Optimization exercise on an open flow, not production practice.
RTL: at most simulated, not proved equivalent.
Function not checked: runs 1 and 6.
Power: default activity.

==> flow/design.v <==
module huf_codegen #(
    parameter N  = 16,                  
    parameter FW = 16                   
) (
    input  wire                     clk,
    input  wire                     rst,         
    input  wire                     in_valid,
    output wire                     in_ready,
    input  wire [FW-1:0]            in_freq,
    output wire                     out_valid,
    input  wire                     out_ready,
    output wire [$clog2(N)-1:0]     out_sym,
    output wire [$clog2(N)-1:0]     out_len,
    output wire [N-2:0]             out_code
);
    localparam SW  = $clog2(N);         
    localparam KW  = FW + SW;           
    localparam CW  = N - 1;             
    localparam [KW-1:0] INF  = {KW{1'b1}};
    localparam [FW:0]   AINF = {1'b1, {FW{1'b0}}};
    localparam H1  = 5;                 
    localparam H2  = 10;                
    integer i, ia, ib, j1, j2, j3;
    function automatic f_le(input [KW-1:0] a, input [KW-1:0] b);
        reg [31:0] g, e;
        integer l, k;
        begin
            g = 32'b0;
            e = {32{1'b1}};
            g[KW-1:0] = ~a & b;
            e[KW-1:0] = ~(a ^ b);
            for (l = 1; l < 32; l = 2 * l)
                for (k = 0; k + l < 32; k = k + 2 * l) begin
                    g[k] = g[k + l] | (e[k + l] & g[k]);
                    e[k] = e[k + l] & e[k];
                end
            f_le = g[0] | e[0];
        end
    endfunction
    function automatic [KW-1:0] f_add(input [KW-1:0] a, input [KW-1:0] b);
        reg [KW-1:0] g, p;
        integer l, k, j;
        begin
            g = a & b;
            p = a ^ b;
            for (l = 1; l < KW; l = 2 * l)
                for (k = 0; k < KW; k = k + 1)
                    if (k & l) begin
                        j = (k & ~(2 * l - 1)) + l - 1;
                        g[k] = g[k] | (p[k] & g[j]);
                        p[k] = p[k] & p[j];
                    end
            f_add = (a ^ b) ^ {g[KW-2:0], 1'b0};
        end
    endfunction
    reg  [FW-1:0] in_q;
    reg           ins_v;                
    reg  [SW:0]   ains;                 
    reg  [SW:0]   akc;                  
    reg  [N-1:0]  aocc;                 
    wire ins_go  = ins_v && !ains[SW];
    assign in_ready = !ins_v || !ains[SW];
    wire accept  = in_valid && in_ready;
    wire ins_nz  = (in_q != 0);
    reg  [FW:0]   akey [0:N-1];
    reg  [SW-1:0] atag [0:N-1];
    reg  [FW:0]   akey_n [0:N-1];
    reg  [SW-1:0] atag_n [0:N-1];
    reg  [N:0]    ale;
    wire [FW:0]   av   = ins_nz ? {1'b0, in_q} : AINF;
    wire [SW-1:0] avt  = ains[SW-1:0];
    wire          acomp = ains[SW] || (ins_v && ains == N - 1);
    wire [SW:0]   akfin = akc + (ins_go && ins_nz);
    reg  [KW-1:0] bkey [0:N-1];
    reg  [SW-1:0] btag [0:N-1];
    reg  [KW-1:0] bsum;                 
    reg           bact;                 
    reg  [SW-1:0] bsteps;               
    reg  [SW-1:0] bm;                   
    reg           bmy;                  
    reg  [SW-1:0] bnm;                  
    reg           bcur;                 
    reg           bufv [0:1];           
    reg           bufd [0:1];           
    reg  [SW-1:0] nm   [0:1];           
    reg  [SW-1:0] lgx  [0:1][0:CW-1];
    reg  [SW-1:0] lgy  [0:1][0:CW-1];
    reg  [SW-1:0] isym;                 
    reg           obuf;                 
    wire          bnext = ~bcur;
    wire          bfree = !bufv[bnext];
    wire          bload = acomp && (!bact || bsteps == 1) && bfree;
    wire [KW-1:0] a12  = f_add({{(SW-1){1'b0}}, akey[1]}, {{(SW-1){1'b0}}, akey[2]});
    wire [KW-1:0] a1v  = f_add({{(SW-1){1'b0}}, akey[1]}, {{(SW-1){1'b0}}, av});
    wire [KW-1:0] a01  = f_add({{(SW-1){1'b0}}, akey[0]}, {{(SW-1){1'b0}}, akey[1]});
    wire [KW-1:0] b23  = f_add(bkey[2], bkey[3]);
    wire [KW-1:0] b2s  = f_add(bkey[2], bsum);
    reg  [N+1:0]  ble;
    reg  [KW-1:0] bkey_n [0:N-1];
    reg  [SW-1:0] btag_n [0:N-1];
    reg  [KW-1:0] bsum_n;
    always @(*) begin
        for (ia = 0; ia < N; ia = ia + 1)
            ale[ia] = !aocc[ia] || f_le({{(SW-1){1'b0}}, akey[ia]}, {{(SW-1){1'b0}}, av});
        ale[N] = 1'b0;
        for (ia = 0; ia < N; ia = ia + 1) begin
            akey_n[ia] = akey[ia];
            atag_n[ia] = atag[ia];
            if (ins_go) begin
                if (ale[ia + 1]) begin
                    akey_n[ia] = akey[(ia + 1) % N];
                    atag_n[ia] = atag[(ia + 1) % N];
                end else if (ale[ia]) begin
                    akey_n[ia] = av;
                    atag_n[ia] = avt;
                end
            end
        end
        ble = 0;
        for (ib = 2; ib < N; ib = ib + 1)
            ble[ib] = f_le(bkey[ib], bsum);
        ble[1] = 1'b1;
        for (ib = 0; ib < N; ib = ib + 1) begin
            if (bload) begin
                bkey_n[ib] = akey_n[ib][FW] ? INF : {{SW{1'b0}}, akey_n[ib][FW-1:0]};
                btag_n[ib] = atag_n[ib];
            end else if (ble[ib + 2]) begin
                bkey_n[ib] = (ib + 2 < N) ? bkey[(ib + 2) % N] : INF;
                btag_n[ib] = btag[(ib + 2) % N];
            end else if (ble[ib + 1]) begin
                bkey_n[ib] = bsum;
                btag_n[ib] = btag[0];
            end else begin
                bkey_n[ib] = (ib + 1 < N) ? bkey[(ib + 1) % N] : INF;
                btag_n[ib] = btag[(ib + 1) % N];
            end
        end
        if (bload)
            bsum_n = !ins_go ? a01 : (ale[2] ? a12 : a1v);
        else
            bsum_n = ble[3] ? b23 : b2s;
    end
    always @(posedge clk) begin
        for (i = 0; i < N; i = i + 1) begin
            akey[i] <= akey_n[i];
            atag[i] <= atag_n[i];
            bkey[i] <= bkey_n[i];
            btag[i] <= btag_n[i];
        end
        bsum <= bsum_n;
        if (ins_go || !ins_v)
            in_q <= in_freq;
        if (bact) begin
            lgx[bcur][bm] <= btag[0];
            lgy[bcur][bm] <= bmy ? btag[1] : btag[0];
        end
        if (bact && bsteps == 1)
            nm[bcur] <= bnm;
    end
    reg  [2:0]    oc;                   
    reg  [SW-1:0] osym;                 
    reg  [SW-1:0] q_len  [0:2];
    reg  [CW-1:0] q_code [0:2];
    reg           s1_v, s1_buf;
    reg  [SW-1:0] s1_t;
    reg  [H1:0]   s1_r;                 
    reg           s2_v, s2_buf;
    reg  [SW-1:0] s2_t;
    reg  [H2:0]   s2_r;                 
    wire pop    = oc[0] && out_ready;
    wire room   = !oc[0] ||
                  (!oc[1] && (out_ready || !(s1_v && s2_v))) ||
                  (!oc[2] && oc[1] && ((!s1_v && !s2_v) || (out_ready && !(s1_v && s2_v)))) ||
                  (oc[2] && out_ready && !s1_v && !s2_v);
    wire issue  = bufd[obuf] && room;
    reg  [SW-1:0] t1, t2, t3;
    reg  [CW:0]   r1, r2, r3;
    reg           h1, h2, h3;
    reg  [SW-1:0] f_len;
    reg  [CW-1:0] f_code;
    always @(*) begin
        t1 = isym;
        r1 = {1'b1, {CW{1'b0}}};
        for (j1 = 0; j1 < H1; j1 = j1 + 1) begin
            h1 = (j1 < nm[obuf]) && (t1 == lgx[obuf][j1] || t1 == lgy[obuf][j1]);
            if (h1) begin
                r1 = {t1 != lgx[obuf][j1], r1[CW:1]};
                t1 = lgx[obuf][j1];
            end
        end
    end
    always @(*) begin
        t2 = s1_t;
        r2 = {s1_r, {(CW-H1){1'b0}}};
        for (j2 = H1; j2 < H2; j2 = j2 + 1) begin
            h2 = (j2 < nm[s1_buf]) && (t2 == lgx[s1_buf][j2] || t2 == lgy[s1_buf][j2]);
            if (h2) begin
                r2 = {t2 != lgx[s1_buf][j2], r2[CW:1]};
                t2 = lgx[s1_buf][j2];
            end
        end
    end
    always @(*) begin
        t3 = s2_t;
        r3 = {s2_r, {(CW-H2){1'b0}}};
        for (j3 = H2; j3 < CW; j3 = j3 + 1) begin
            h3 = (j3 < nm[s2_buf]) && (t3 == lgx[s2_buf][j3] || t3 == lgy[s2_buf][j3]);
            if (h3) begin
                r3 = {t3 != lgx[s2_buf][j3], r3[CW:1]};
                t3 = lgx[s2_buf][j3];
            end
        end
        f_len  = 0;
        f_code = 0;
        for (j3 = CW; j3 >= 0; j3 = j3 - 1)
            if (r3[j3]) begin
                f_len  = CW - j3;
                f_code = r3 >> (j3 + 1);
            end
    end
    assign out_valid = oc[0];
    assign out_sym   = osym;
    assign out_len   = q_len[0];
    assign out_code  = q_code[0];
    always @(posedge clk) begin
        s1_t   <= t1;
        s1_r   <= r1[CW:CW-H1];
        s1_buf <= obuf;
        s2_t   <= t2;
        s2_r   <= r2[CW:CW-H2];
        s2_buf <= s1_buf;
        for (i = 0; i < 3; i = i + 1) begin
            if (pop ? (s2_v && oc[i] && (i == 2 || !oc[i + 1]))
                    : (s2_v && !oc[i] && (i == 0 || oc[i - 1]))) begin
                q_len[i]  <= f_len;
                q_code[i] <= f_code;
            end else if (pop && i < 2) begin
                q_len[i]  <= q_len[(i + 1) % 3];
                q_code[i] <= q_code[(i + 1) % 3];
            end
        end
        if (rst) begin
            ins_v  <= 1'b0;
            ains   <= 0;
            akc    <= 0;
            aocc   <= 0;
            bact   <= 1'b0;
            bsteps <= 0;
            bm     <= 0;
            bmy    <= 1'b0;
            bnm    <= 0;
            bcur   <= 1'b1;
            bufv[0] <= 1'b0; bufv[1] <= 1'b0;
            bufd[0] <= 1'b0; bufd[1] <= 1'b0;
            s1_v   <= 1'b0;
            s2_v   <= 1'b0;
            oc     <= 3'b000;
            osym   <= 0;
            isym   <= 0;
            obuf   <= 1'b0;
        end else begin
            ins_v <= accept || (ins_v && !ins_go);
            if (bload) begin
                ains <= 0;
                akc  <= 0;
                aocc <= 0;
            end else if (ins_go) begin
                ains <= ains + 1'b1;
                akc  <= akfin;
                aocc <= {1'b1, aocc[N-1:1]};
            end
            if (bact) begin
                bsteps <= bsteps - 1'b1;
                bm     <= bm + 1'b1;
                if (bsteps == 1) begin
                    bact       <= 1'b0;
                    bufd[bcur] <= 1'b1;
                end
            end
            if (bload) begin
                bact        <= 1'b1;
                bcur        <= bnext;
                bufv[bnext] <= 1'b1;
                bm          <= 0;
                bsteps      <= (akfin >= 2) ? akfin - 1'b1 : 1'b1;
                bmy         <= (akfin >= 2);
                bnm         <= (akfin >= 2) ? akfin - 1'b1 : akfin;
            end
            s1_v <= issue;
            s2_v <= s1_v;
            if (issue) begin
                isym <= isym + 1'b1;
                if (isym == N - 1) begin
                    obuf         <= ~obuf;
                    bufv[obuf]   <= 1'b0;
                    bufd[obuf]   <= 1'b0;
                end
            end
            if (pop)
                osym <= osym + 1'b1;
            if (s2_v && !pop)
                oc <= {oc[1:0], 1'b1};
            else if (!s2_v && pop)
                oc <= {1'b0, oc[2:1]};
        end
    end
endmodule
==> flow/flow/run.sh <==
#!/bin/bash
# Standard layout, with repair_timing aiming for extra setup slack so that the
# resizer sizes and buffers the critical paths (the SDC is unchanged).
set -euo pipefail
bash standard.sh SETUP_SLACK_MARGIN=18.5 finish > make_finish.log 2>&1
==> flow/standard.sh <==
#!/bin/bash
# synth_recipe.tcl (not shown) runs the flow's synth.tcl, then flattens the netlist and writes it again
# the make line also repeats each setting of config.mk as NAME=value (left out here)
make -C /OpenROAD-flow-scripts/flow DESIGN_CONFIG=/design/flow/config.mk WORK_HOME=/design/flow/orfs CLKGATE_MAP_FILE= SYNTH_SCRIPT=/design/flow/synth_recipe.tcl "${@:-finish}"
==> flow/config.mk <==
export PLATFORM = sky130hd
export DESIGN_NAME = huf_codegen
export DESIGN_NICKNAME = huf_codegen
export VERILOG_FILES = /design/flow/design.v
export SDC_FILE = /design/flow/constraint.sdc
export NUM_CORES = 4
export LEC_CHECK = 0
export CAP_MARGIN = 20
export CORE_MARGIN = 2
export CORE_UTILIZATION = 40
export SLEW_MARGIN = 20
==> flow/constraint.sdc <==
create_clock -name core_clock -period 25.0 [get_ports {clk}]
set_input_delay 5.0000 -clock core_clock [delete_from_list [all_inputs] [get_ports {clk}]]
set_output_delay 5.0000 -clock core_clock [all_outputs]
set_load 0.01 [all_outputs]
==> run notes, run 1 <==
- Hold endpoint: akey[7][9]$_DFF_P_
- Final instance area: 77600 um^2
- Pre-CTS setup slack: 15.87 ns
- Clock Path Buffers: 3
- Flop pwr share: 44.7%
- Mapped Nets: 8177
- GRT Resource Usage Total: 21.3%
- Register area: 25800 um^2
- Area of the multi-input gates: 39500 um^2
- Row cnt: 151
- Worst EP required: 25.68 ns
- Diodes inserted: 0
- Synth async-reset ratio: 0%
- Crit share post-route: 26.0%
- Maximum fanout along the worst path: 8
- Post-synth EDFFs: 359
- Num CTS Buffers: 131
- Die ar.: 174000 um^2
- Largest area contributor in the netlist: dfxtp_1
- Leading post-synthesis cells by instance count: dfxtp_1 (747), inv_1 (669), ha_1 (650), o21ai_0 (629), nand2_1 (532)
- H-tree depth: 4
- GP Congestion: a little under 0.9
- Status: no timing/DRC/antenna violations
- Reg-to-Reg Start: s1_buf$_DFF_P_
- Final Hold Fails: 0
- Startpoint Class: flop
- Leakage: ~35 nW
- Largest net degree at the start of global routing: between 150 and 200
- CTS Sinks: roughly 1100
- Clock Tree Root: clkbuf_16
- First-pass GRT wire length: 301 mm
- Chip Width: 417 um
- I/O pin count: 45
- Relative slew slack: 31.5%
- Critical R2R Capture: s2_r[3]$_DFF_P_
- Remaining antenna violation count: 0
- Crit end category: flop
- RSZ-0062 raised after global routing: true
- Internal power of the cells: around 3.3 mW
- R2r worst-path depth: 28
- WL/cell: 19.6 um
- Share of Yosys cell area claimed by the top area cell type: 21.9%
- Clock power share: 42.7%
- Crit path kind: reg -> reg
- Final layout net count: 8145
- Layout area overhead: 13.5%
- Hold WC Path Type: reg -> reg
- Vias in the first global route: 54814
- Maxcap violations: 0
- Synthesized area per cell: ~9.1 um^2
- DR top layer: met5
- Port bufs: 44
- Drt total wl: 191 mm
- FF-to-FF setup slack: 18.51 ns
- Share of cells above drive strength 1: 12.6%
- Mapped cell area: around 68000 um^2
- Clock transition at path regs: 0.06 ns
- Comb pwr share: 12.6%
- F_max: about 150 MHz
- Net Switching: 1.21 mW
- Setup TNS: 0 ns
- Count leader, synth: dfxtp_1
- VDD IR max: 0.0000721 V
- CTS tree: done
- Syn Inst Count: 7481
- Cell mode on critical path: buf_6
- Seq/Total Area, Yosys: 37.7%
- Placed cell area: slightly above 70000 um^2
- Synth warn: 13
- Fillcell total: 16084
- Initial DRC count: 3628
- WL met3: 7.70 mm
- Number of hold-repair buffers added at the cts stage: 0
- Seq cells post-synth: 1106
- Worst-margin pin slew: 1.03 ns
- Final setup fails: 0
- Chip height: 417 um
- Synth area leaders: dfxtp_1 (22%), edfxtp_1 (16%), ha_1 (12%)
- Hpwl dp: 134 mm
- Pwr dens: just under 60 nW/um^2
- PnR worst setup slack: 18.51 ns
- Worst-skew pair later-pin latency: 0.79 ns
- Sw Ratio: 26.6%
- CP max stage delay: 0.54 ns
- Arrival @ worst endpoint: 7.17 ns
- Worst hold stages: 2
- Detailed-route vias per instance: 5.58
- Met1 Wirelength: 86.9 mm
- GRT overflow: 0
- Synth cell types: 105
- Core area: 169000 um^2
- Hold_sp: akey[8][9]$_DFF_P_
- DRT Pass-1 Iters: 6
- Setup Skew: about 0.033 ns
- Initial Util: 40.3%
- WHS: 0.448 ns
- Initial antenna violation count: 4
- Synth Flop Type: dfxtp_1
- Via Count: 54510
- Number of remaining DRC errors: 0
- Worst path slowest cell: or4_4
- Slew Limit Fails: 0
- Routed wl met2: 92.6 mm
- Minimum clock period: 6.49 ns
per-layer routing:
layer / global-route usage [%] / vias up
met3: 2.84 / 291
met4: 5.04 / 2
met1: 27.7 / 26300
met5: 0 / -
met2: 37.1 / 1178
li1: - / 26739
layout by cell type, fill, tap and decap left out, types with 57 or more instances in the layout:
cell type,instances
dfxtp_1,738
edfxtp_1,359
xor2_1,92
o21a_1,339
nand2b_1,71
clkbuf_16,138
buf_4,214
mux2_2,220
inv_1,668
nand2_1,523
a211oi_1,57
xnor2_1,86
a21oi_1,492
mux2i_1,400
a21o_1,99
nand3_1,63
nor3_1,86
o21ai_0,609
ha_1,650
o22ai_1,202
nor2_1,376
power by group through the flow:
stage / registers, mW / clock network (mW) / logic, mW
global route: 2.04 / 2.05 / 0.656
CTS: 2.03 / 1.98 / 0.570
detailed placement: 2.07 / 0 / 0.562
global placement: 2.06 / 0 / 0.548
floorplan: 2.05 / 0 / 0.426
finish: 2.03 / 1.94 / 0.571
cell type report:
| class | count | share of cell area [%] |
|---|---|---|
| Clock buffer | 177 | 4.70 |
| Clock inverter | 58 | 0.887 |
| Inverter | 670 | 3.25 |
| Multi-Input combinational cell | 5245 | 50.9 |
| Sequential cell | 1106 | 33.2 |
| Tap cell | 2218 | 3.58 |
| Timing Repair Buffer | 295 | 3.48 |
critical path: cells and delay by family (launching register included):
kind / cells / cell delay (ns)
AOI/OAI and AO/OA: 7 / 1.36
xor gates and xnor gates: 3 / 0.43
buffers and inverters: 7 / 1.08
DFF: 1 / 0.35
muxes: 5 / 1.15
and+or+nand+nor: 6 / 2.01
registers in the layout (all words and copies together) (netlist names), 8 cells and up, named ones only:
name    count
bkey      277
akey      272
lgx       120
lgy       120
atag       64
btag       64
q_code     45
bsum       20
aocc       16
in_q       16
q_len      12
s2_r       11
nm          8
through the flow:
stage / instances / total power, mW / util [%]
floorplan: 7481 / 2.47 / -
global placement: 9405 / 2.61 / 41.8
detailed placement: 9405 / 2.63 / 41.8
CTS: 9707 / 4.57 / 45.1
global route: 9769 / 4.74 / 45.8
finish: 9769 / 4.53 / 45.8
kinds of logic (layout without fill, tap and decap cells):
family,count (synthesis),after routing,share of synthesized area [%]
compound gates,2271,2274,20.8
simple gates,1444,1445,9.81
buf+inv,1135,1200,6.41
flops,1106,1106,37.7
fa+ha+maj,676,676,12.7
mux,660,661,10.2
xor+xnor,189,189,2.42
worst max-delay path by stage:
stage / start / slack, ns / cells past startpoint / end
after floorplan: out_ready / 18.53 / 3 / q_code[0][0]$_DFFE_PP_
after global routing: s1_buf$_DFF_P_ / 18.31 / 28 / s2_r[3]$_DFF_P_
after CTS: q_code[0][1]$_DFFE_PP_ / 18.46 / 1 / out_code[1]
after detailed placement: s2_buf$_DFF_P_ / 15.87 / 23 / q_code[1][0]$_DFFE_PP_
after global placement: s2_buf$_DFF_P_ / 15.60 / 23 / q_code[0][2]$_DFFE_PP_
final: s1_buf$_DFF_P_ / 18.51 / 28 / s2_r[3]$_DFF_P_
what timing repair did:
item,CTS,global route
setup endpoints to repair,107,126
cloned,9,7
pin swaps,23,39
gates resized for setup,176,128
buffers inserted,58,55
==> run 2, diff against run 1 <==
--- a/flow/design.v
+++ b/flow/design.v
@@ -22,35 +22,13 @@
     localparam H2  = 10;                
     integer i, ia, ib, j1, j2, j3;
     function automatic f_le(input [KW-1:0] a, input [KW-1:0] b);
-        reg [31:0] g, e;
-        integer l, k;
+        reg c;
+        integer k;
         begin
-            g = 32'b0;
-            e = {32{1'b1}};
-            g[KW-1:0] = ~a & b;
-            e[KW-1:0] = ~(a ^ b);
-            for (l = 1; l < 32; l = 2 * l)
-                for (k = 0; k + l < 32; k = k + 2 * l) begin
-                    g[k] = g[k + l] | (e[k + l] & g[k]);
-                    e[k] = e[k + l] & e[k];
-                end
-            f_le = g[0] | e[0];
-        end
-    endfunction
-    function automatic [KW-1:0] f_add(input [KW-1:0] a, input [KW-1:0] b);
-        reg [KW-1:0] g, p;
-        integer l, k, j;
-        begin
-            g = a & b;
-            p = a ^ b;
-            for (l = 1; l < KW; l = 2 * l)
-                for (k = 0; k < KW; k = k + 1)
-                    if (k & l) begin
-                        j = (k & ~(2 * l - 1)) + l - 1;
-                        g[k] = g[k] | (p[k] & g[j]);
-                        p[k] = p[k] & p[j];
-                    end
-            f_add = (a ^ b) ^ {g[KW-2:0], 1'b0};
+            c = 1'b0;
+            for (k = 0; k < KW; k = k + 1)
+                c = (~b[k] & a[k]) | ((~b[k] | a[k]) & c);
+            f_le = ~c;
         end
     endfunction
     reg  [FW-1:0] in_q;
@@ -90,11 +68,11 @@
     wire          bnext = ~bcur;
     wire          bfree = !bufv[bnext];
     wire          bload = acomp && (!bact || bsteps == 1) && bfree;
-    wire [KW-1:0] a12  = f_add({{(SW-1){1'b0}}, akey[1]}, {{(SW-1){1'b0}}, akey[2]});
-    wire [KW-1:0] a1v  = f_add({{(SW-1){1'b0}}, akey[1]}, {{(SW-1){1'b0}}, av});
-    wire [KW-1:0] a01  = f_add({{(SW-1){1'b0}}, akey[0]}, {{(SW-1){1'b0}}, akey[1]});
-    wire [KW-1:0] b23  = f_add(bkey[2], bkey[3]);
-    wire [KW-1:0] b2s  = f_add(bkey[2], bsum);
+    wire [KW-1:0] a12  = {{(SW-1){1'b0}}, akey[1]} + {{(SW-1){1'b0}}, akey[2]};
+    wire [KW-1:0] a1v  = {{(SW-1){1'b0}}, akey[1]} + {{(SW-1){1'b0}}, av};
+    wire [KW-1:0] a01  = {{(SW-1){1'b0}}, akey[0]} + {{(SW-1){1'b0}}, akey[1]};
+    wire [KW-1:0] b23  = bkey[2] + bkey[3];
+    wire [KW-1:0] b2s  = bkey[2] + bsum;
     reg  [N+1:0]  ble;
     reg  [KW-1:0] bkey_n [0:N-1];
     reg  [SW-1:0] btag_n [0:N-1];
@@ -136,9 +114,10 @@
             end
         end
         if (bload)
-            bsum_n = !ins_go ? a01 : (ale[2] ? a12 : a1v);
+            bsum_n = ({KW{!ins_go}} & a01) | ({KW{ins_go && ale[2]}} & a12) |
+                     ({KW{ins_go && !ale[2]}} & a1v);
         else
-            bsum_n = ble[3] ? b23 : b2s;
+            bsum_n = ({KW{ble[3]}} & b23) | ({KW{!ble[3]}} & b2s);
     end
     always @(posedge clk) begin
         for (i = 0; i < N; i = i + 1) begin
--- a/flow/config.mk
+++ b/flow/config.mk
@@ -7,5 +7,5 @@
 export LEC_CHECK = 0
 export CAP_MARGIN = 20
 export CORE_MARGIN = 2
-export CORE_UTILIZATION = 40
+export CORE_UTILIZATION = 65
 export SLEW_MARGIN = 20
==> run 2 against run 1 <==
Still clean. Sequential power barely moved. Flip-flop and latch count did not move. Sequential share of layout area rose by 1.3 points. Clock-buffer cell count fell by 16. Synthesized area fell by 4.7%. Global-route usage rose by 16 points. Clock power fell by 9%. Register-to-register slack improved by 0.02 ns. Cell count fell by 11%. Synthesized cell count fell by 3.3%. Critical endpoint is now out_code[2].
==> run notes, run 2 <==
- Worst path slowest cell: edfxtp_1
- Clock transition at path regs: 0.06 ns (about the same)
- Leading post-synthesis cells by instance count: dfxtp_1 (747), nand2_1 (564), nor2_1 (535), a21oi_1 (532), inv_1 (437)
- Num CTS Buffers: 114 (-13%)
- Largest area contributor in the netlist: dfxtp_1
- Crit path kind: reg -> out
- CP top delay family: flip-flops
- Biggest regs: bkey (277), akey (272)
- Worst-skew pair later-pin latency: 0.74 ns (-0.05 ns)
- Initial antenna violation count: 1 (-3)
- Share of cells above drive strength 1: 15.0% (+2.5 points)
- Fillcell total: 7199 (-55%)
- Final Hold Fails: 0 (unchanged)
- Startpoint Class: flop
- Share of Yosys cell area claimed by the top area cell type: 23.0% (+1.1 points)
- Levels on crit path: 1 (-96%)
- Setup Skew: 0.0565 ns (+0.0232 ns)
- Synth warn: 13 (unchanged)
- Sw Ratio: 27.4% (+0.86 points)
- Drt total wl: 203 mm (+5.9%)
- Flop pwr share: 46.2% (+1.5 points)
- Synthesized area per cell: 8.99 um^2 (-1.5%)
- Non-Filler Instances: 8650 (-11%)
- Initial DRC count: 7134 (+97%)
- Post-synth EDFFs: 359 (unchanged)
- Minimum clock period: 6.46 ns (-0.0235 ns)
- R2r worst-path depth: 24 (-14%)
- Leakage: 30.6 nW (-12%)
- Most frequent cells in the layout: dfxtp_1 (740), nand2_1 (552), nor2_1 (514), a21oi_1 (501), inv_1 (430)
- Clock Path Buffers: 3 (unchanged)
- Initial Util: 65.3% (+25 points)
- Buf/Inv on CP: 1 (-6)
- Arrival @ worst endpoint: 1.46 ns (-5.71 ns)
- Critical-path cell list: dlygate4sd2_1
- Critical R2R Capture: s2_r[1]$_DFF_P_
- RSZ-0062 raised after global routing: true
- Clock Tree Root: clkbuf_16
- FF-to-FF setup slack: 18.54 ns (+0.02 ns)
- Worst setup path start: q_code[0][2]$_DFFE_PP_
- Remaining antenna violation count: 0 (unchanged)
- Largest net degree at the start of global routing: 77 (-57%)
- Detailed-route vias per instance: 6.70 (+20%)
- Slew Limit Fails: 0 (unchanged)
- Synth cell types: 118 (+12%)
- Clock power share: 39.5% (-3.2 points)
- Hold WC Path Type: reg -> reg
- WL/cell: 23.4 um (+20%)
- Maximum fanout along the worst path: 1 (-7)
- Seq/Total Area, Yosys: 39.5% (+1.9 points)
- Diodes inserted: 0 (unchanged)
- Final setup fails: 0 (unchanged)
- GP Congestion: 0.906 (+3.3%)
- Die ar.: 103000 um^2 (-41%)
- Chip height: 320 um (-23%)
- Worst setup endpoint: out_code[2]
- First-pass GRT wire length: 306 mm (+1.6%)
- Syn Inst Count: 7237 (-3.3%)
- GRT overflow: 0 (unchanged)
- Port bufs: 44 (unchanged)
- Crit share post-route: 25.9% (-0.094 points)
- Mapped cell area: 65100 um^2 (-4.7%)
- Core area: 99700 um^2 (-41%)
- Pwr dens: 59.7 nW/um^2 (+2.1%)
- Maxcap violations: 0 (unchanged)
- Hpwl dp: 134 mm (+0.45%)
- PnR worst setup slack: 18.54 ns (+0.0235 ns)
- Synth async-reset ratio: 0% (unchanged)
- Crit end category: output pin
- Seq cells post-synth: 1106 (unchanged)
- Net Switching: 1.22 mW (+1.4%)
- Synth Flop Type: dfxtp_1
- Via Count: 57990 (+6.4%)
- Pre-CTS setup slack: 15.67 ns (-0.196 ns)
- VDD IR max: 0.0000888 V (+23%)
- H-tree depth: 3 (-1)
- F_max: 155 MHz (+0.36%)
- CTS Sinks: 1106 (unchanged)
- Most common cell after layout, fill and taps aside: dfxtp_1
- WHS: 0.437 ns (-0.0104 ns)
- GRT Resource Usage Total: 37.1% (+16 points)
- I/O pin count: 45 (unchanged)
- Final instance area: 74600 um^2 (-3.8%)
- Number of hold-repair buffers added at the cts stage: 0 (unchanged)
- Dpl cells: 8162 (-13%)
- Mapped Nets: 7441 (-9.0%)
- Worst EP required: 20.00 ns (-5.68 ns)
- Worst-margin pin slew: 1.09 ns (+0.0643 ns)
- Setup TNS: 0 ns (unchanged)
- CTS tree: done
- Chip Width: 320 um (-23%)
- Relative slew slack: 27.1% (-4.4 points)
- Count leader, synth: dfxtp_1
- Final layout net count: 7461 (-8.4%)
- Largest register FFs: 277 (unchanged)
- Placed cell area: 65900 um^2 (-6.9%)
- Internal power of the cells: 3.23 mW (-2.9%)
- Layout area overhead: 14.6%
- DRT Pass-1 Iters: 11 (+5)
- Biggest register: bkey
- Reg-to-Reg Start: s1_buf$_DFF_P_
- CP max stage delay: 0.41 ns (-0.13 ns)
- Comb pwr share: 14.3% (+1.7 points)
- Synth area leaders: dfxtp_1 (23%), edfxtp_1 (17%), mux2i_1 (5.9%)
- Status: no timing/DRC/antenna violations
- Row cnt: 116 (-23%)
- Number of remaining DRC errors: 0 (unchanged)
- Vias in the first global route: 54640 (-0.32%)
run 2: cell types whose count changed in the layout (fill, tap and decap cells not counted), sizes merged, moves of 70 or more:
cell    delta
ha       -472
maj3     +237
mux2     -104
o21a     -317
inv      -239
buf      +141
o21ai    -218
nor2     +150
a222oi    +70
run 2: worst min-delay path by stage:
stage	start	to	slack, ns	cells after the start
2_1_floorplan	s1_buf$_DFF_P_	s2_buf$_DFF_P_	0.33	0
3_3_place_gp	atag[0][1]$_DFF_P_	atag[0][1]$_DFF_P_	0.42	2
3_5_place_dp	atag[0][2]$_DFF_P_	atag[0][2]$_DFF_P_	0.43	2
4_1_cts	atag[0][2]$_DFF_P_	atag[0][2]$_DFF_P_	0.44	2
5_1_grt	atag[0][2]$_DFF_P_	atag[0][2]$_DFF_P_	0.46	2
6_report	atag[0][2]$_DFF_P_	atag[0][2]$_DFF_P_	0.44	2
run 2: cell families (layout without fill, tap and decap cells):
kind of cell | count (synthesis) | after routing | share of synthesized area, %
muxes | 515 | 516 | 8.21
xor gates and xnor gates | 207 | 207 | 2.79
DFF | 1106 | 1106 | 39.5
adders and majority gates | 421 | 421 | 7.28
AOI/OAI and AO/OA | 2283 | 2291 | 23.9
buffers and inverters | 1017 | 1113 | 6.43
and+or+nand+nor | 1688 | 1698 | 11.9
run 2: metrics by stage:
| step | utilization [%] | total power, mW |
|---|---|---|
| final | 74.8 | 4.45 |
| after CTS | 72.4 | 4.42 |
| after detailed placement | 66.1 | 2.67 |
| after global routing | 74.8 | 4.60 |
| after global placement | 66.1 | 2.65 |
| after floorplan | - | 2.52 |
run 2: area by class of cell:
| type | instances | area [um^2] | share of cell area [%] |
|---|---|---|---|
| Clock buffer | 161 | 3290 | 4.41 |
| Clock inverter | 50 | 564 | 0.756 |
| Inverter | 452 | 1720 | 2.30 |
| Multi-Input combinational cell | 5133 | 37300 | 49.9 |
| Sequential cell | 1106 | 25800 | 34.5 |
| Tap cell | 1298 | 1620 | 2.18 |
| Timing Repair Buffer | 449 | 4390 | 5.88 |
| Timing Repair inverter | 1 | 6.26 | 0.00839 |
run 2: layer usage:
metal / share of wire (%) / global-route usage (%) / vias to the layer above
met5: 0 / 0 / -
met4: 3.7 / 12.6 / 0
met3: 8.7 / 4.65 / 474
met2: 45 / 58.6 / 2941
met1: 43 / 52.8 / 27822
li1: - / - / 26753
run 2: repair_timing:
action	CTS	global route
resized for setup	280	275
cloned	27	21
buffers inserted	103	126
hold endpoints to repair	0	0
pin swaps	48	164
endpoints found under the setup margin	596	570
run 2: power by group through the flow:
| stage | clock network (mW) | logic, mW | registers, mW |
|---|---|---|---|
| 2_1_floorplan | 0 | 0.456 | 2.06 |
| 3_3_place_gp | 0 | 0.569 | 2.08 |
| 3_5_place_dp | 0 | 0.587 | 2.09 |
| 4_1_cts | 1.76 | 0.607 | 2.05 |
| 5_1_grt | 1.83 | 0.698 | 2.07 |
| 6_report | 1.76 | 0.639 | 2.06 |
run 2: worst register-to-register path, delay by kind of cell (launching register included):
| kind | cells | cell delay (ns) |
|---|---|---|
| mux | 5 | 1.36 |
| simple gates | 7 | 2.26 |
| compound gates | 5 | 1.02 |
| flops | 1 | 0.40 |
| buf+inv | 4 | 0.72 |
| xor+xnor | 3 | 0.60 |
Testbench counts of run 2, summed over its fixed seeds: cycles 25,880, tables 1,600.
==> run 3, diff against run 2 <==
--- a/flow/config.mk
+++ b/flow/config.mk
@@ -8,4 +8,6 @@
 export CAP_MARGIN = 20
 export CORE_MARGIN = 2
 export CORE_UTILIZATION = 65
+export CTS_BUF_LIST = sky130_fd_sc_hd__clkbuf_8
+export CTS_CLUSTER_SIZE = 30
 export SLEW_MARGIN = 20
==> run 3 against run 2 <==
Total power is 3.5% lower. Synthesized area is the same. Sequential share of layout area barely moved. Worst hold slack about the same. Non-clock buffer count is 16 higher. Critical path type unchanged. Critical endpoint is now in_ready. Largest cell class unchanged. Largest power group unchanged.
==> run notes, run 3 <==
- Worst-skew pair later-pin latency: 0.88 ns (+0.14 ns)
- PnR worst setup slack: 18.46 ns (-0.0788 ns)
- Chip height: 320 um (unchanged)
- Final setup fails: 0 (unchanged)
- Fillcell total: 7302 (+1.4%)
- Clock Path Buffers: 3 (unchanged)
- RSZ-0062 raised after global routing: true
- Biggest register: bkey
- Hpwl dp: 134 mm (unchanged)
- Core area: 99700 um^2 (unchanged)
- Crit path kind: reg -> out
- H-tree depth: 4 (+1)
- GRT overflow: 0 (unchanged)
- Setup TNS: 0 ns (unchanged)
- Levels on crit path: 3 (+2)
- CP max stage delay: 0.36 ns (-0.05 ns)
- Vias in the first global route: 54900 (+0.48%)
- Most common cell after layout, fill and taps aside: dfxtp_1
- Most frequent cells in the layout: dfxtp_1 (737), nand2_1 (551), nor2_1 (511), a21oi_1 (501), inv_1 (495)
- Crit end category: output pin
- Initial antenna violation count: 3 (+2)
- Remaining antenna violation count: 0 (unchanged)
- First-pass GRT wire length: 307 mm (+0.26%)
- Share of cells above drive strength 1: 16.5% (+1.4 points)
- I/O pin count: 45 (unchanged)
- Share of Yosys cell area claimed by the top area cell type: 23.0% (unchanged)
- Largest area contributor in the netlist: dfxtp_1
- Pwr dens: 57.6 nW/um^2 (-3.5%)
- Leakage: 30.8 nW (+0.70%)
- Syn Inst Count: 7237 (unchanged)
- WL/cell: 23.1 um (-1.3%)
- WHS: 0.437 ns (-0.000341 ns)
- Seq/Total Area, Yosys: 39.5% (unchanged)
- CP top delay family: flip-flops
- Hold WC Path Type: reg -> reg
- Clock transition at path regs: 0.07 ns (about the same)
- Startpoint Class: flop
- VDD IR max: 0.0000593 V (-33%)
- Worst EP required: 20.00 ns (about the same)
- Worst path slowest cell: dfxtp_4
- Buf/Inv on CP: 2 (+1)
- Seq cells post-synth: 1106 (unchanged)
- Die ar.: 103000 um^2 (unchanged)
- CTS Sinks: 1106 (unchanged)
- Synth warn: 13 (unchanged)
- Final layout net count: 7545 (+1.1%)
- Mapped Nets: 7441 (unchanged)
- Arrival @ worst endpoint: 1.54 ns (+0.08 ns)
- Crit share post-route: 26.2% (+0.32 points)
- Worst hold stages: 2 (unchanged)
- Biggest regs: bkey (277), akey (272)
- Largest net degree at the start of global routing: 77 (unchanged)
- Final core utilization: 74.8% (about the same)
- Synthesized area per cell: 8.99 um^2 (unchanged)
- Clock Tree Root: clkbuf_8
- Status: no timing/DRC/antenna violations
- Maximum fanout along the worst path: 2 (+1)
- Mapped cell area: 65100 um^2 (unchanged)
- Pre-CTS setup slack: 15.67 ns (unchanged)
- Power consumption: 4.30 mW (-3.5%)
- Maxcap violations: 0 (unchanged)
- Initial DRC count: 6875 (-3.6%)
- Count leader, synth: dfxtp_1
- Critical-path cell list: nand2_4 -> buf_12 -> buf_6
- R2r worst-path depth: 28 (+17%)
- Post-synth EDFFs: 359 (unchanged)
- Layout area overhead: 14.6% (about the same)
- Initial Util: 65.3% (unchanged)
- Synth area leaders: dfxtp_1 (23%), edfxtp_1 (17%), mux2i_1 (5.9%)
- Synth Flop Type: dfxtp_1
- Drt total wl: 203 mm (+0.26%)
- Synth async-reset ratio: 0% (unchanged)
- Synth cell types: 118 (unchanged)
- Minimum clock period: 6.54 ns (+0.0788 ns)
- Worst-margin pin slew: 1.10 ns (+0.0101 ns)
- Port bufs: 44 (unchanged)
- Relative slew slack: 26.5% (-0.68 points)
- Largest register FFs: 277 (unchanged)
- GP Congestion: 0.906 (unchanged)
- Slew Limit Fails: 0 (unchanged)
- DRT Pass-1 Iters: 10 (-1)
- Num CTS Buffers: 182 (+60%)
- F_max: 153 MHz (-1.2%)
- Number of remaining DRC errors: 0 (unchanged)
- Via Count: 58123 (+0.23%)
- Detailed-route vias per instance: 6.61 (-1.4%)
- Final Hold Fails: 0 (unchanged)
- FF-to-FF setup slack: 18.48 ns (-0.06 ns)
- Row cnt: 116 (unchanged)
- Chip Width: 320 um (unchanged)
- CTS tree: done
- Leading post-synthesis cells by instance count: dfxtp_1 (747), nand2_1 (564), nor2_1 (535), a21oi_1 (532), inv_1 (437)
- GRT Resource Usage Total: 37.3% (+0.19 points)
- Setup Skew: 0.0399 ns (-0.0166 ns)
-- run 3: cell count changes in the layout (fill, tap and decap cells not counted), moves of 15 or more --
cell           before  now
buf_4             307  323
clkbuf_16         123    7
inv_1             430  495
dlygate4sd2_1      23    0
clkbuf_1           23    0
clkbuf_8           23  221
buf_2               4   19
-- run 3: worst paths after layout --
check	from	endpoint
hold / removal	atag[0][2]$_DFF_P_	atag[0][2]$_DFF_P_
hold reg to reg	atag[0][2]$_DFF_P_	atag[0][2]$_DFF_P_
setup reg to reg	s2_buf$_DFF_P_	q_code[0][5]$_DFFE_PP_
setup / recovery	ins_v$_SDFF_PP0_	in_ready
-- run 3: per-layer routing --
layer / vias up / wire, um / GRT usage, % / share of wire [%]
li1: 26894 / - / - / -
met1: 27612 / 86200 / 52.4 / 42
met2: 3100 / 89900 / 58.6 / 44
met3: 517 / 19600 / 5.54 / 9.6
met4: 0 / 7350 / 13.6 / 3.6
met5: - / 0 / 0 / 0
-- run 3: through the flow --
stage	std cells	instance area [um^2]
2_1_floorplan	7237	65100
3_3_place_gp	8162	65900
3_5_place_dp	8162	65900
4_1_cts	8638	72000
5_1_grt	8789	74600
6_report	8789	74600
-- run 3: logic make-up after synthesis --
kind of cell | after synthesis | synth area share, %
adder cells (fa/ha/maj) | 421 | 7.28
multiplexers | 515 | 8.21
XOR/XNOR | 207 | 2.79
AO/OA/AOI/OAI | 2283 | 23.9
flip-flops | 1106 | 39.5
AND/OR/NAND/NOR | 1688 | 11.9
buffers and inverters | 1017 | 6.43
-- run 3: layout make-up --
type	instances	area [um^2]	area share (%)
Clock inverter	112	628	0.842
Sequential cell	1106	25800	34.5
Timing Repair Buffer	465	4470	5.99
Tap cell	1298	1620	2.18
Inverter	452	1720	2.31
Timing Repair inverter	1	6.26	0.00839
Multi-Input combinational cell	5133	37400	50.1
Clock buffer	220	3030	4.06
Antenna cell	2	5.00	0.00671
-- run 3: what timing repair did --
item	4_1_cts	5_1_grt
hold buffers	0	0
cloned	27	20
setup endpoints to repair	596	510
resized for setup	348	294
pin swaps	60	162
buffers inserted	117	129
endpoints found under the hold margin	0	0
-- run 3: where the power goes --
| group | internal (mW) | switching, mW | total [mW] |
|---|---|---|---|
| Clock | 0.847 | 0.759 | 1.61 |
| Combinational | 0.274 | 0.362 | 0.635 |
| Sequential | 1.96 | 0.101 | 2.06 |
| Total | 3.08 | 1.22 | 4.30 |
-- run 3: worst register-to-register path, delay by kind of cell (launching register included) --
family                    cells  cell delay, ns
and+or+nand+nor               4            0.58
xor gates and xnor gates      1            0.16
DFF                           1            0.38
muxes                         3            0.96
buffers and inverters         8            1.16
AOI/OAI and AO/OA            12            3.02
==> run 4, diff against run 3 <==
==> flow/flow/run.sh (replaced) <==
#!/bin/bash
set -euo pipefail
bash standard.sh SETUP_SLACK_MARGIN=18.5 TNS_END_PERCENT=0 finish > make_finish.log 2>&1
==> run 4 against run 3 <==
Routed wire length down 1.4%. Largest cell class unchanged. Via count down 0.89%. Register-to-register slack worse by 0.03 ns. Sequential power about the same. Die area unchanged. Combinational power down 1%. Highest routed layer unchanged. Clock skew up 0.013 ns. Largest power group unchanged. First-iteration DRC count up 3.8%. Cell area down 1.9%. Critical endpoint unchanged. Clock power about the same. Non-clock buffer count down 91. Utilization down 1.5 points.
==> run notes, run 4 <==
- Detailed-route vias per instance: 6.63 (+0.30%)
- Layout area overhead: 12.4%
- Critical R2R Capture: bkey[4][15]$_DFF_P_
- Biggest regs: bkey (277), akey (272)
- GRT overflow: 0 (unchanged)
- Final Hold Fails: 0 (unchanged)
- Final layout net count: 7447 (-1.3%)
- Reg-to-Reg Start: in_q[0]$_DFFE_PN_
- Chip Width: 320 um (unchanged)
- Seq/Total Area, Yosys: 39.5% (unchanged)
- Clock transition at path regs: 0.06 ns (about the same)
- Drt total wl: 200 mm (-1.4%)
- Hpwl dp: 134 mm (about the same)
- Setup TNS: 0 ns (unchanged)
- Synth Flop Type: dfxtp_1
- Share of cells above drive strength 1: 13.9% (-2.5 points)
- Worst-margin pin slew: 1.15 ns (+0.0532 ns)
- Worst path slowest cell: dfxtp_4
- Clock Path Buffers: 3 (unchanged)
- Maximum fanout along the worst path: 2 (unchanged)
- Share of Yosys cell area claimed by the top area cell type: 23.0% (unchanged)
- GP Congestion: 0.912 (+0.67%)
- Relative slew slack: 20.8% (-5.6 points)
- Mapped cell area: 65100 um^2 (unchanged)
- Setup Skew: 0.0527 ns (+0.0128 ns)
- Row cnt: 116 (unchanged)
- CTS tree: done
- Final instance area: 73100 um^2 (-1.9%)
- Biggest register: bkey
- Leakage: 30.2 nW (-1.9%)
- Vias in the first global route: 54276 (-1.1%)
- Final setup fails: 0 (unchanged)
- Crit share post-route: 26.3% (+0.13 points)
- Leading post-synthesis cells by instance count: dfxtp_1 (747), nand2_1 (564), nor2_1 (535), a21oi_1 (532), inv_1 (437)
- Slew Limit Fails: 0 (unchanged)
- FF-to-FF setup slack: 18.45 ns (-0.03 ns)
- Num CTS Buffers: 180 (-1.1%)
- RSZ-0062 raised after global routing: true
- Arrival @ worst endpoint: 1.58 ns (+0.04 ns)
- Largest area contributor in the netlist: dfxtp_1
- Syn Inst Count: 7237 (unchanged)
- Placed cell area: 66000 um^2 (about the same)
- First-pass GRT wire length: 303 mm (-1.4%)
- WHS: 0.439 ns (+0.00159 ns)
- Hold WC Path Type: reg -> reg
- Synth cell types: 118 (unchanged)
- F_max: 152 MHz (-0.51%)
- Area of the multi-input gates: 36800 um^2 (-1.4%)
- Most frequent cells in the layout: dfxtp_1 (741), nand2_1 (553), nor2_1 (519), a21oi_1 (508), inv_1 (494)
- Die ar.: 103000 um^2 (unchanged)
- Worst EP required: 20.00 ns (about the same)
- Seq cells post-synth: 1106 (unchanged)
- Crit path kind: reg -> out
- Pre-CTS setup slack: 15.41 ns (-0.266 ns)
- Largest net degree at the start of global routing: 142 (+84%)
- WL/cell: 23.0 um (-0.26%)
- Crit end category: output pin
- Startpoint Class: flop
- Status: no timing/DRC/antenna violations
- Count leader, synth: dfxtp_1
- Synth warn: 13 (unchanged)
- Chip height: 320 um (unchanged)
- Critical-path cell list: nand2_4 -> buf_12 -> buf_6
- R2r worst-path depth: 23 (-18%)
- VDD IR max: 0.0000607 V (+2.4%)
- Maxcap violations: 0 (unchanged)
- Mapped Nets: 7441 (unchanged)
- Remaining antenna violation count: 0 (unchanged)
- I/O pin count: 45 (unchanged)
- Initial Util: 65.3% (unchanged)
- Minimum clock period: 6.58 ns (+0.0336 ns)
- Most common cell after layout, fill and taps aside: dfxtp_1
- Initial antenna violation count: 3 (unchanged)
- CTS Sinks: 1106 (unchanged)
- Worst setup endpoint: in_ready
- Clock Tree Root: clkbuf_8
- Worst-skew pair later-pin latency: 0.90 ns (+0.02 ns)
- Initial DRC count: 7138 (+3.8%)
- DRT Pass-1 Iters: 10 (unchanged)
- Synthesized area per cell: 8.99 um^2 (unchanged)
- Core area: 99700 um^2 (unchanged)
- Number of remaining DRC errors: 0 (unchanged)
- Synth async-reset ratio: 0% (unchanged)
- H-tree depth: 4 (unchanged)
- GRT Resource Usage Total: 36.7% (-0.67 points)
- Fillcell total: 7490 (+2.6%)
- Largest register FFs: 277 (unchanged)
- Synth area leaders: dfxtp_1 (23%), edfxtp_1 (17%), mux2i_1 (5.9%)
- CP max stage delay: 0.36 ns (about the same)
- Worst setup path start: ains[4]$_SDFFE_PP0P_
- PnR worst setup slack: 18.42 ns (-0.0336 ns)
- Post-synth EDFFs: 359 (unchanged)
- Pwr dens: 58.4 nW/um^2 (+1.3%)
- Port bufs: 44 (unchanged)
- Register area: 25800 um^2 (about the same)
- Via Count: 57607 (-0.89%)
-- run 4: cell types whose count changed in the layout (fill, tap and decap cells not counted), moves of 7 or more --
cell           change
dlygate4sd2_1     +14
maj3_1            +15
o21ai_0           +13
buf_6             -19
buf_4             -64
maj3_2            -14
nor2_1             +8
a21oi_1            +7
buf_2             -14
buf_12            -10
mux2i_1            +7
o21ai_2            -8
-- run 4: worst min-delay path by stage --
stage | end | depth (start not counted) | from | slack, ns
global route | atag[0][0]$_DFF_P_ | 2 | atag[0][0]$_DFF_P_ | 0.47
global placement | atag[0][2]$_DFF_P_ | 2 | atag[0][2]$_DFF_P_ | 0.42
finish | atag[0][0]$_DFF_P_ | 2 | atag[0][0]$_DFF_P_ | 0.44
floorplan | s2_buf$_DFF_P_ | 0 | s1_buf$_DFF_P_ | 0.33
CTS | atag[0][0]$_DFF_P_ | 2 | atag[0][0]$_DFF_P_ | 0.44
detailed placement | atag[0][0]$_DFF_P_ | 2 | atag[0][0]$_DFF_P_ | 0.43
-- run 4: power breakdown --
part           leakage [nW]  switching [mW]  internal, mW
logic                  18.6           0.358         0.268
clock network          2.07           0.756         0.833
registers              9.58           0.100          1.96
-- run 4: cell type report --
class,count,share of cell area (%)
diodes,4,0.0137
multi-input cells,5129,50.4
well taps,1298,2.22
clock inverters,103,0.806
inverters,452,2.34
clock buffers,219,4.12
repair buffers,374,4.93
flip-flops and latches,1106,35.2
-- run 4: layer usage --
metal	vias up	share of wire, %	GRT usage (%)
li1	26713	-	-
met1	27530	43	51.9
met2	2904	44	57.2
met3	460	9.0	5.83
met4	0	3.5	12.3
met5	-	0	0
-- run 4: timing repair --
item / in CTS / in global routing
hold buffers: 0 / 0
endpoints found under the setup margin: 562 / 584
buffers inserted: 55 / 97
pin swaps: 19 / 80
gates resized for setup: 203 / 234
cloned: 14 / 26
endpoints found under the hold margin: 0 / 0
-- run 4: metrics by stage --
step	instances	power, mW	utilization, %
2_1_floorplan	7237	2.52	-
3_3_place_gp	8165	2.65	66.2
4_1_cts	8558	4.24	71.2
5_1_grt	8683	4.43	73.3
6_report	8685	4.27	73.4
3_5_place_dp	8167	2.67	66.2
-- run 4: cell families after synthesis --
family / count (synthesis) / synth area share [%]
and+or+nand+nor: 1688 / 11.9
AOI/OAI and AO/OA: 2283 / 23.9
xor gates and xnor gates: 207 / 2.79
buffers and inverters: 1017 / 6.43
DFF: 1106 / 39.5
adders and majority gates: 421 / 7.28
muxes: 515 / 8.21
-- run 4: critical path: cells and delay by family, from the launching register on --
| family | cells | cell delay, ns |
|---|---|---|
| flops | 1 | 0.36 |
| buf+inv | 2 | 0.26 |
| simple gates | 1 | 0.06 |
==> run 5, diff against run 4 <==
--- a/flow/config.mk
+++ b/flow/config.mk
@@ -7,7 +7,5 @@
 export LEC_CHECK = 0
 export CAP_MARGIN = 20
 export CORE_MARGIN = 2
-export CORE_UTILIZATION = 65
-export CTS_BUF_LIST = sky130_fd_sc_hd__clkbuf_8
-export CTS_CLUSTER_SIZE = 30
+export CORE_UTILIZATION = 60
 export SLEW_MARGIN = 20
==> run 5 against run 4 <==
Total power rose by 3.9%. Largest power group unchanged. Maximum frequency shrank 1.3%. Clock power is 11% higher. Non-clock buffer count is 64 lower. Cell count shrank 0.74%. Sequential share of layout area increased by 0.26 points. Synthesized cell count is the same. Die area grew 8.2%. Utilization is 5.7 points lower. Clock-buffer cell count fell by 69. Still clean. Critical path type unchanged.
==> run notes, run 5 <==
- Crit path kind: reg -> out
- Pwr dens: 61.1 nW/um^2 (+4.7%)
- Worst EP required: 20.00 ns (about the same)
- Crit end category: output pin
- Final instance area: 72600 um^2 (-0.75%)
- Startpoint Class: flop
- Seq cells post-synth: 1106 (unchanged)
- WL/cell: 22.9 um (-0.54%)
- Relative slew slack: 21.9% (+1.0 points)
- Chip height: 333 um (+4.0%)
- Initial antenna violation count: 1 (-2)
- Critical-path cell list: clkdlybuf4s50_1
- Status: no timing/DRC/antenna violations
- Number of hold-repair buffers added at the cts stage: 0 (unchanged)
- Die ar.: 111000 um^2 (+8.2%)
- Remaining antenna violation count: 0 (unchanged)
- Biggest regs: bkey (277), akey (272)
- Reg-to-Reg Start: s2_buf$_DFF_P_
- Internal power of the cells: 3.22 mW (+5.2%)
- Worst-skew pair later-pin latency: 0.75 ns (-0.15 ns)
- Leakage: 29.5 nW (-2.3%)
- Final setup fails: 0 (unchanged)
- Comb pwr share: 13.9% (-0.8 points)
- CTS tree: done
- Hold_sp: atag[0][1]$_DFF_P_
- Via Count: 55996 (-2.8%)
- Hpwl dp: 137 mm (+2.1%)
- GRT overflow: 0 (unchanged)
- CP max stage delay: 0.63 ns (+0.27 ns)
- Share of cells above drive strength 1: 12.0% (-2.0 points)
- Most frequent cells in the layout: dfxtp_1 (741), nand2_1 (552), nor2_1 (521), a21oi_1 (509), inv_1 (433)
- Row cnt: 120 (+3.4%)
- GP Congestion: 0.897 (-1.7%)
- Vias in the first global route: 52625 (-3.0%)
- Mapped cell area: 65100 um^2 (unchanged)
- Worst setup path start: q_len[0][1]$_DFFE_PP_
- Synth warn: 13 (unchanged)
- WHS: 0.446 ns (+0.00714 ns)
- Buf/Inv on CP: 1 (-1)
- Maxcap violations: 0 (unchanged)
- Most common cell after layout, fill and taps aside: dfxtp_1
- Synthesized area per cell: 8.99 um^2 (unchanged)
- DRT Pass-1 Iters: 10 (unchanged)
- Maximum fanout along the worst path: 1 (-1)
- Clock power share: 39.8% (+2.6 points)
- Initial DRC count: 6305 (-12%)
- CP top delay family: buffers and inverters
- Crit share post-route: 26.7% (+0.36 points)
- Setup TNS: 0 ns (unchanged)
- Area of the multi-input gates: 36500 um^2 (-0.81%)
- Synth Flop Type: dfxtp_1
- Seq/Total Area, Yosys: 39.5% (unchanged)
- Port bufs: 44 (unchanged)
- Count leader, synth: dfxtp_1
- Detailed-route vias per instance: 6.50 (-2.1%)
- Diodes inserted: 0 (-4)
- Num CTS Buffers: 118 (-34%)
- Arrival @ worst endpoint: 1.67 ns (+0.09 ns)
- Clock Tree Root: clkbuf_16
- Hold WC Path Type: reg -> reg
- H-tree depth: 3 (-1)
- VDD IR max: 0.0000649 V (+6.8%)
- Minimum clock period: 6.67 ns (+0.0898 ns)
- Synth cell types: 118 (unchanged)
- Initial Util: 60.6% (-4.6 points)
- Mapped Nets: 7441 (unchanged)
- Clock Path Buffers: 3 (unchanged)
- Final layout net count: 7319 (-1.7%)
- Flop pwr share: 46.2% (-1.9 points)
- Register area: 25800 um^2 (about the same)
- Slew Limit Fails: 0 (unchanged)
- Fillcell total: 8693 (+16%)
- Leading post-synthesis cells by instance count: dfxtp_1 (747), nand2_1 (564), nor2_1 (535), a21oi_1 (532), inv_1 (437)
- Chip Width: 333 um (+4.0%)
- Sw Ratio: 27.6% (-0.87 points)
- RSZ-0062 raised after global routing: true
- Number of remaining DRC errors: 0 (unchanged)
- Setup Skew: 0.0554 ns (+0.00272 ns)
- Drt total wl: 198 mm (-1.3%)
- Worst path slowest cell: clkdlybuf4s50_1
- Net Switching: 1.22 mW (+0.72%)
- Layout area overhead: 11.5%
- First-pass GRT wire length: 299 mm (-1.2%)
- GRT Resource Usage Total: 33.4% (-3.2 points)
- Largest net degree at the start of global routing: 75 (-47%)
- Placed cell area: 66100 um^2 (+0.24%)
- Clock transition at path regs: 0.06 ns (about the same)
- CTS Sinks: 1106 (unchanged)
- F_max: 150 MHz (-1.3%)
- Synth async-reset ratio: 0% (unchanged)
- Synth area leaders: dfxtp_1 (23%), edfxtp_1 (17%), mux2i_1 (5.9%)
- Largest register FFs: 277 (unchanged)
- Post-synth EDFFs: 359 (unchanged)
- Core area: 107000 um^2 (+7.7%)
- Share of Yosys cell area claimed by the top area cell type: 23.0% (unchanged)
- Final Hold Fails: 0 (unchanged)
- Largest area contributor in the netlist: dfxtp_1
- Biggest register: bkey
- I/O pin count: 45 (unchanged)
- Syn Inst Count: 7237 (unchanged)
- Worst-margin pin slew: 1.17 ns (+0.0131 ns)
==> run 5: cell count changes in the layout (fill, tap and decap cells not counted), moves of 14 or more <==
cell	delta
clkbuf_8	-211
clkdlybuf4s50_1	+21
clkbuf_16	+122
buf_4	-37
clkbuf_1	+18
inv_1	-61
maj3_2	-14
clkinv_2	+28
==> run 5: logic make-up (layout without fill, tap and decap cells) <==
| logic type | after synthesis | after routing | synth area share [%] |
|---|---|---|---|
| AOI/OAI and AO/OA | 2283 | 2291 | 23.9 |
| and+or+nand+nor | 1688 | 1692 | 11.9 |
| DFF | 1106 | 1106 | 39.5 |
| buffers and inverters | 1017 | 985 | 6.43 |
| muxes | 515 | 516 | 8.21 |
| adders and majority gates | 421 | 421 | 7.28 |
| xor gates and xnor gates | 207 | 207 | 2.79 |
==> run 5: power by group through the flow <==
stage	Sequential, mW	Clock [mW]	Combinational [mW]
floorplan	2.06	0	0.456
global placement	2.08	0	0.577
detailed placement	2.09	0	0.591
CTS	2.05	1.78	0.599
global route	2.07	1.85	0.681
finish	2.05	1.77	0.619
==> run 5: worst paths after layout <==
check / endpoint / slack [ns] / cells past startpoint
min reg2reg: atag[0][1]$_DFF_P_ / 0.45 / 2
max reg2reg: q_code[0][1]$_DFFE_PP_ / 18.41 / 26
max: out_len[1] / 18.33 / 1
min: atag[0][1]$_DFF_P_ / 0.45 / 2
==> run 5: area by class of cell <==
class / instances / share of cell area [%]
multi-input combinational: 5127 / 50.3
sequential: 1106 / 35.5
clock buffer: 150 / 4.49
timing repair buffer: 310 / 4.01
tap: 1403 / 2.42
inverter: 452 / 2.37
clock inverter: 73 / 0.915
==> run 5: worst reg2reg max path, delay by kind of cell, from the launching register on <==
kind	cells	cell delay, ns
xor+xnor	1	0.20
simple gates	3	0.43
mux	3	0.97
flops	1	0.38
buf+inv	6	1.00
compound gates	13	3.34
==> run 5: through the flow <==
step / power (mW) / util [%] / setup slack [ns] / instances
after floorplan: 2.52 / - / 18.44 / 7237
after global placement: 2.66 / 61.6 / 15.44 / 8275
after detailed placement: 2.68 / 61.6 / 15.37 / 8275
after CTS: 4.43 / 66.2 / 18.27 / 8540
after global routing: 4.60 / 67.6 / 18.23 / 8621
final: 4.44 / 67.6 / 18.33 / 8621
==> run 5: repair_timing <==
item / 4_1_cts / 5_1_grt
gates resized for setup: 132 / 166
pin swaps: 12 / 49
gates cloned: 5 / 23
setup endpoints to repair: 595 / 592
buffers inserted: 37 / 58
==> run 5: routing by layer <==
layer  track usage [%]  up-vias  part of all wire, %  wire length [um]
li1                  -    26461                    -                 -
met3              4.14      354                  8.0             15800
met1              49.1    26882                   45             89100
met4              9.59        2                  2.8              5620
met2              51.7     2297                   44             87000
met5                 0        -               0.0025                 5
==> run 6, diff against run 5 <==
--- a/flow/design.v
+++ b/flow/design.v
@@ -36,9 +36,10 @@
     reg  [SW:0]   ains;                 
     reg  [SW:0]   akc;                  
     reg  [N-1:0]  aocc;                 
+    reg           in_rdy;               
     wire ins_go  = ins_v && !ains[SW];
-    assign in_ready = !ins_v || !ains[SW];
-    wire accept  = in_valid && in_ready;
+    assign in_ready = in_rdy;
+    wire accept  = in_valid && in_rdy;
     wire ins_nz  = (in_q != 0);
     reg  [FW:0]   akey [0:N-1];
     reg  [SW-1:0] atag [0:N-1];
@@ -147,6 +148,8 @@
     reg  [SW-1:0] s2_t;
     reg  [H2:0]   s2_r;                 
     wire pop    = oc[0] && out_ready;
+    reg  [SW-1:0] ql_p [0:2], ql_h [0:2];
+    reg  [CW-1:0] qc_p [0:2], qc_h [0:2];
     wire room   = !oc[0] ||
                   (!oc[1] && (out_ready || !(s1_v && s2_v))) ||
                   (!oc[2] && oc[1] && ((!s1_v && !s2_v) || (out_ready && !(s1_v && s2_v)))) ||
@@ -162,10 +165,10 @@
         r1 = {1'b1, {CW{1'b0}}};
         for (j1 = 0; j1 < H1; j1 = j1 + 1) begin
             h1 = (j1 < nm[obuf]) && (t1 == lgx[obuf][j1] || t1 == lgy[obuf][j1]);
-            if (h1) begin
+            if (h1)
                 r1 = {t1 != lgx[obuf][j1], r1[CW:1]};
+            if ((j1 < nm[obuf]) && t1 == lgy[obuf][j1])
                 t1 = lgx[obuf][j1];
-            end
         end
     end
     always @(*) begin
@@ -173,10 +176,10 @@
         r2 = {s1_r, {(CW-H1){1'b0}}};
         for (j2 = H1; j2 < H2; j2 = j2 + 1) begin
             h2 = (j2 < nm[s1_buf]) && (t2 == lgx[s1_buf][j2] || t2 == lgy[s1_buf][j2]);
-            if (h2) begin
+            if (h2)
                 r2 = {t2 != lgx[s1_buf][j2], r2[CW:1]};
+            if ((j2 < nm[s1_buf]) && t2 == lgy[s1_buf][j2])
                 t2 = lgx[s1_buf][j2];
-            end
         end
     end
     always @(*) begin
@@ -184,10 +187,10 @@
         r3 = {s2_r, {(CW-H2){1'b0}}};
         for (j3 = H2; j3 < CW; j3 = j3 + 1) begin
             h3 = (j3 < nm[s2_buf]) && (t3 == lgx[s2_buf][j3] || t3 == lgy[s2_buf][j3]);
-            if (h3) begin
+            if (h3)
                 r3 = {t3 != lgx[s2_buf][j3], r3[CW:1]};
+            if ((j3 < nm[s2_buf]) && t3 == lgy[s2_buf][j3])
                 t3 = lgx[s2_buf][j3];
-            end
         end
         f_len  = 0;
         f_code = 0;
@@ -196,6 +199,25 @@
                 f_len  = CW - j3;
                 f_code = r3 >> (j3 + 1);
             end
+        for (j3 = 0; j3 < 3; j3 = j3 + 1) begin
+            ql_h[j3] = q_len[j3];
+            qc_h[j3] = q_code[j3];
+            if (s2_v && !oc[j3] && (j3 == 0 || oc[(j3 + 2) % 3])) begin
+                ql_h[j3] = f_len;
+                qc_h[j3] = f_code;
+            end
+            ql_p[j3] = ql_h[j3];
+            qc_p[j3] = qc_h[j3];
+            if (oc[0]) begin
+                if (s2_v && oc[j3] && (j3 == 2 || !oc[(j3 + 1) % 3])) begin
+                    ql_p[j3] = f_len;
+                    qc_p[j3] = f_code;
+                end else if (j3 < 2) begin
+                    ql_p[j3] = q_len[(j3 + 1) % 3];
+                    qc_p[j3] = q_code[(j3 + 1) % 3];
+                end
+            end
+        end
     end
     assign out_valid = oc[0];
     assign out_sym   = osym;
@@ -209,17 +231,12 @@
         s2_r   <= r2[CW:CW-H2];
         s2_buf <= s1_buf;
         for (i = 0; i < 3; i = i + 1) begin
-            if (pop ? (s2_v && oc[i] && (i == 2 || !oc[i + 1]))
-                    : (s2_v && !oc[i] && (i == 0 || oc[i - 1]))) begin
-                q_len[i]  <= f_len;
-                q_code[i] <= f_code;
-            end else if (pop && i < 2) begin
-                q_len[i]  <= q_len[(i + 1) % 3];
-                q_code[i] <= q_code[(i + 1) % 3];
-            end
+            q_len[i]  <= out_ready ? ql_p[i] : ql_h[i];
+            q_code[i] <= out_ready ? qc_p[i] : qc_h[i];
         end
         if (rst) begin
             ins_v  <= 1'b0;
+            in_rdy <= 1'b1;
             ains   <= 0;
             akc    <= 0;
             aocc   <= 0;
@@ -238,7 +255,9 @@
             isym   <= 0;
             obuf   <= 1'b0;
         end else begin
-            ins_v <= accept || (ins_v && !ins_go);
+            ins_v  <= accept || (ins_v && !ins_go);
+            in_rdy <= !(accept || (ins_v && !ins_go)) ||
+                      !(bload ? 1'b0 : (ains[SW] || (ins_go && ains == N - 1)));
             if (bload) begin
                 ains <= 0;
                 akc  <= 0;
--- a/flow/config.mk
+++ b/flow/config.mk
@@ -7,5 +7,5 @@
 export LEC_CHECK = 0
 export CAP_MARGIN = 20
 export CORE_MARGIN = 2
-export CORE_UTILIZATION = 60
+export CORE_UTILIZATION = 65
 export SLEW_MARGIN = 20
==> run 6 against run 5 <==
Total power about the same. Largest cell class unchanged. Cell count down 4.6%. Still clean. Synthesized area down 3.3%. Utilization up 4.6 points. Worst setup slack worse by 0.47 ns. Flip-flop and latch count up 1. First-iteration DRC count down 1.6%. Via count down 3.8%.
==> run notes, run 6 <==
- Status: no timing/DRC/antenna violations
- Synth cell types: 115 (-2.5%)
- Placed cell area: 63500 um^2 (-4.1%)
- Worst EP required: 25.58 ns (+5.58 ns)
- Final Hold Fails: 0 (unchanged)
- WL/cell: 22.6 um (-1.3%)
- Sw Ratio: 26.6% (-0.93 points)
- Mapped Nets: 7207 (-3.1%)
- Post-synthesis compound-gate area fraction: 22.5% (-1.3 points)
- Final setup fails: 0 (unchanged)
- Clock Tree Root: clkbuf_16
- PnR worst setup slack: 17.86 ns (-0.472 ns)
- Synthesized-area fraction occupied by xor and xnor cells: 2.69% (-0.099 points)
- Most common cell after layout, fill and taps aside: dfxtp_1
- Share of cells above drive strength 1: 12.1% (+0.13 points)
- Share of Yosys cell area claimed by the top area cell type: 25.6% (+2.6 points)
- Chip height: 315 um (-5.5%)
- Worst-margin pin slew: 1.15 ns (-0.0204 ns)
- Clock transition at path regs: 0.06 ns (about the same)
- F_max: 140 MHz (-6.6%)
- CTS Sinks: 1107 (+0.090%)
- Via Count: 53842 (-3.8%)
- DRT Pass-1 Iters: 8 (-2)
- Final instance area: 69500 um^2 (-4.2%)
- Flop pwr share: 45.9% (-0.3 points)
- Simple logic cell fraction of the synthesized area: 12.0% (+0.12 points)
- Maximum fanout along the worst path: 19 (+18)
- H-tree depth: 3 (unchanged)
- Pre-CTS setup slack: 16.41 ns (+1.04 ns)
- Crit share post-route: 28.6% (+1.9 points)
- Synthesized-area fraction occupied by adder cells: 9.32% (+2.0 points)
- Detailed-route vias per instance: 6.55 (+0.78%)
- Internal power of the cells: 3.26 mW (+1.3%)
- Number of remaining DRC errors: 0 (unchanged)
[run 6: changes by cell type in the layout (fill, tap and decap cells not counted), moves of 41 or more]
| cell | delta |
|---|---|
| a21oi_1 | +54 |
| a222oi_1 | -65 |
| edfxtp_1 | -57 |
| buf_4 | -51 |
| o22ai_1 | +91 |
| inv_1 | -154 |
| nand2_1 | +49 |
| maj3_2 | +65 |
| a22o_1 | -43 |
| o21ai_0 | +50 |
| mux2i_1 | -41 |
| o32ai_1 | +48 |
| dfxtp_1 | +58 |
| o22a_1 | -41 |
[run 6: logic make-up (layout without fill, tap and decap cells)]
kind of cell               Yosys count  in the layout
AOI/OAI and AO/OA                 2212           2215
DFF                               1107           1107
and+or+nand+nor                   1685           1689
buffers and inverters              842            779
adders and majority gates          526            528
xor gates and xnor gates           193            193
other                                0              1
muxes                              437            437
[run 6: worst paths after layout]
| check | from | endpoint | slack, ns |
|---|---|---|---|
| worst max-delay path | in_q[0]$_DFFE_PN_ | btag[3][1]$_DFF_P_ | 17.86 |
| worst min register to register | q_code[2][6]$_DFF_P_ | q_code[2][6]$_DFF_P_ | 0.45 |
| worst max register to register | in_q[0]$_DFFE_PN_ | btag[3][1]$_DFF_P_ | 17.86 |
| worst min-delay path | q_code[2][6]$_DFF_P_ | q_code[2][6]$_DFF_P_ | 0.45 |
[run 6: worst reg2reg max path, cell delays in order, from the launching register on]
cell and delay (ns):
edfxtp_1 0.39, buf_12 0.19, nor2b_1 0.07, maj3_1 0.35
maj3_1 0.36, maj3_1 0.37, maj3_2 0.32, maj3_1 0.36
maj3_1 0.36, maj3_1 0.37, maj3_1 0.37, maj3_2 0.33
maj3_1 0.36, maj3_1 0.37, maj3_1 0.38, maj3_2 0.32
maj3_1 0.36, o21a_2 0.28, nor2_4 0.41, a222oi_1 0.17
buf_4 0.21, a221oi_2 0.30
[run 6: power groups by stage]
| stage | logic [mW] | registers (mW) | clock network [mW] |
|---|---|---|---|
| global route | 0.649 | 2.05 | 1.90 |
| CTS | 0.575 | 2.03 | 1.82 |
| detailed placement | 0.560 | 2.07 | 0 |
| floorplan | 0.443 | 2.05 | 0 |
| finish | 0.589 | 2.03 | 1.81 |
| global placement | 0.544 | 2.07 | 0 |
[run 6: metrics by stage]
step | std cells | utilization (%)
6_report | 8225 | 72.2
5_1_grt | 8224 | 72.2
4_1_cts | 8204 | 71.8
3_5_place_dp | 7914 | 65.9
3_3_place_gp | 7914 | 65.9
2_1_floorplan | 7002 | -
[run 6: cell type report]
class                   count  area (um^2)
multi-input cells        5062        35000
fillers                  7271        26700
flip-flops and latches   1107        25200
clock buffers             173         3390
repair buffers            261         2590
well taps                1276         1600
inverters                 298         1140
clock inverters            47          644
diodes                      1         2.50
[run 6: metal layers]
metal  routed length, um  part of all wire (%)  vias to the layer above  track usage, %
met4                4780                   2.6                        0            11.3
met5                   0                     0                        -               0
li1                    -                     -                    25287               -
met1               82500                    44                    25647            52.7
met2               81900                    44                     2577            56.1
met3               17000                   9.1                      331            5.07
[run 6: repair_timing]
item / in CTS / in global routing
setup buffers: 46 / 19
cloned: 24 / 0
hold buffers: 0 / 0
pin swaps: 40 / 21
setup endpoints to repair: 822 / 819
gates resized for setup: 206 / 46
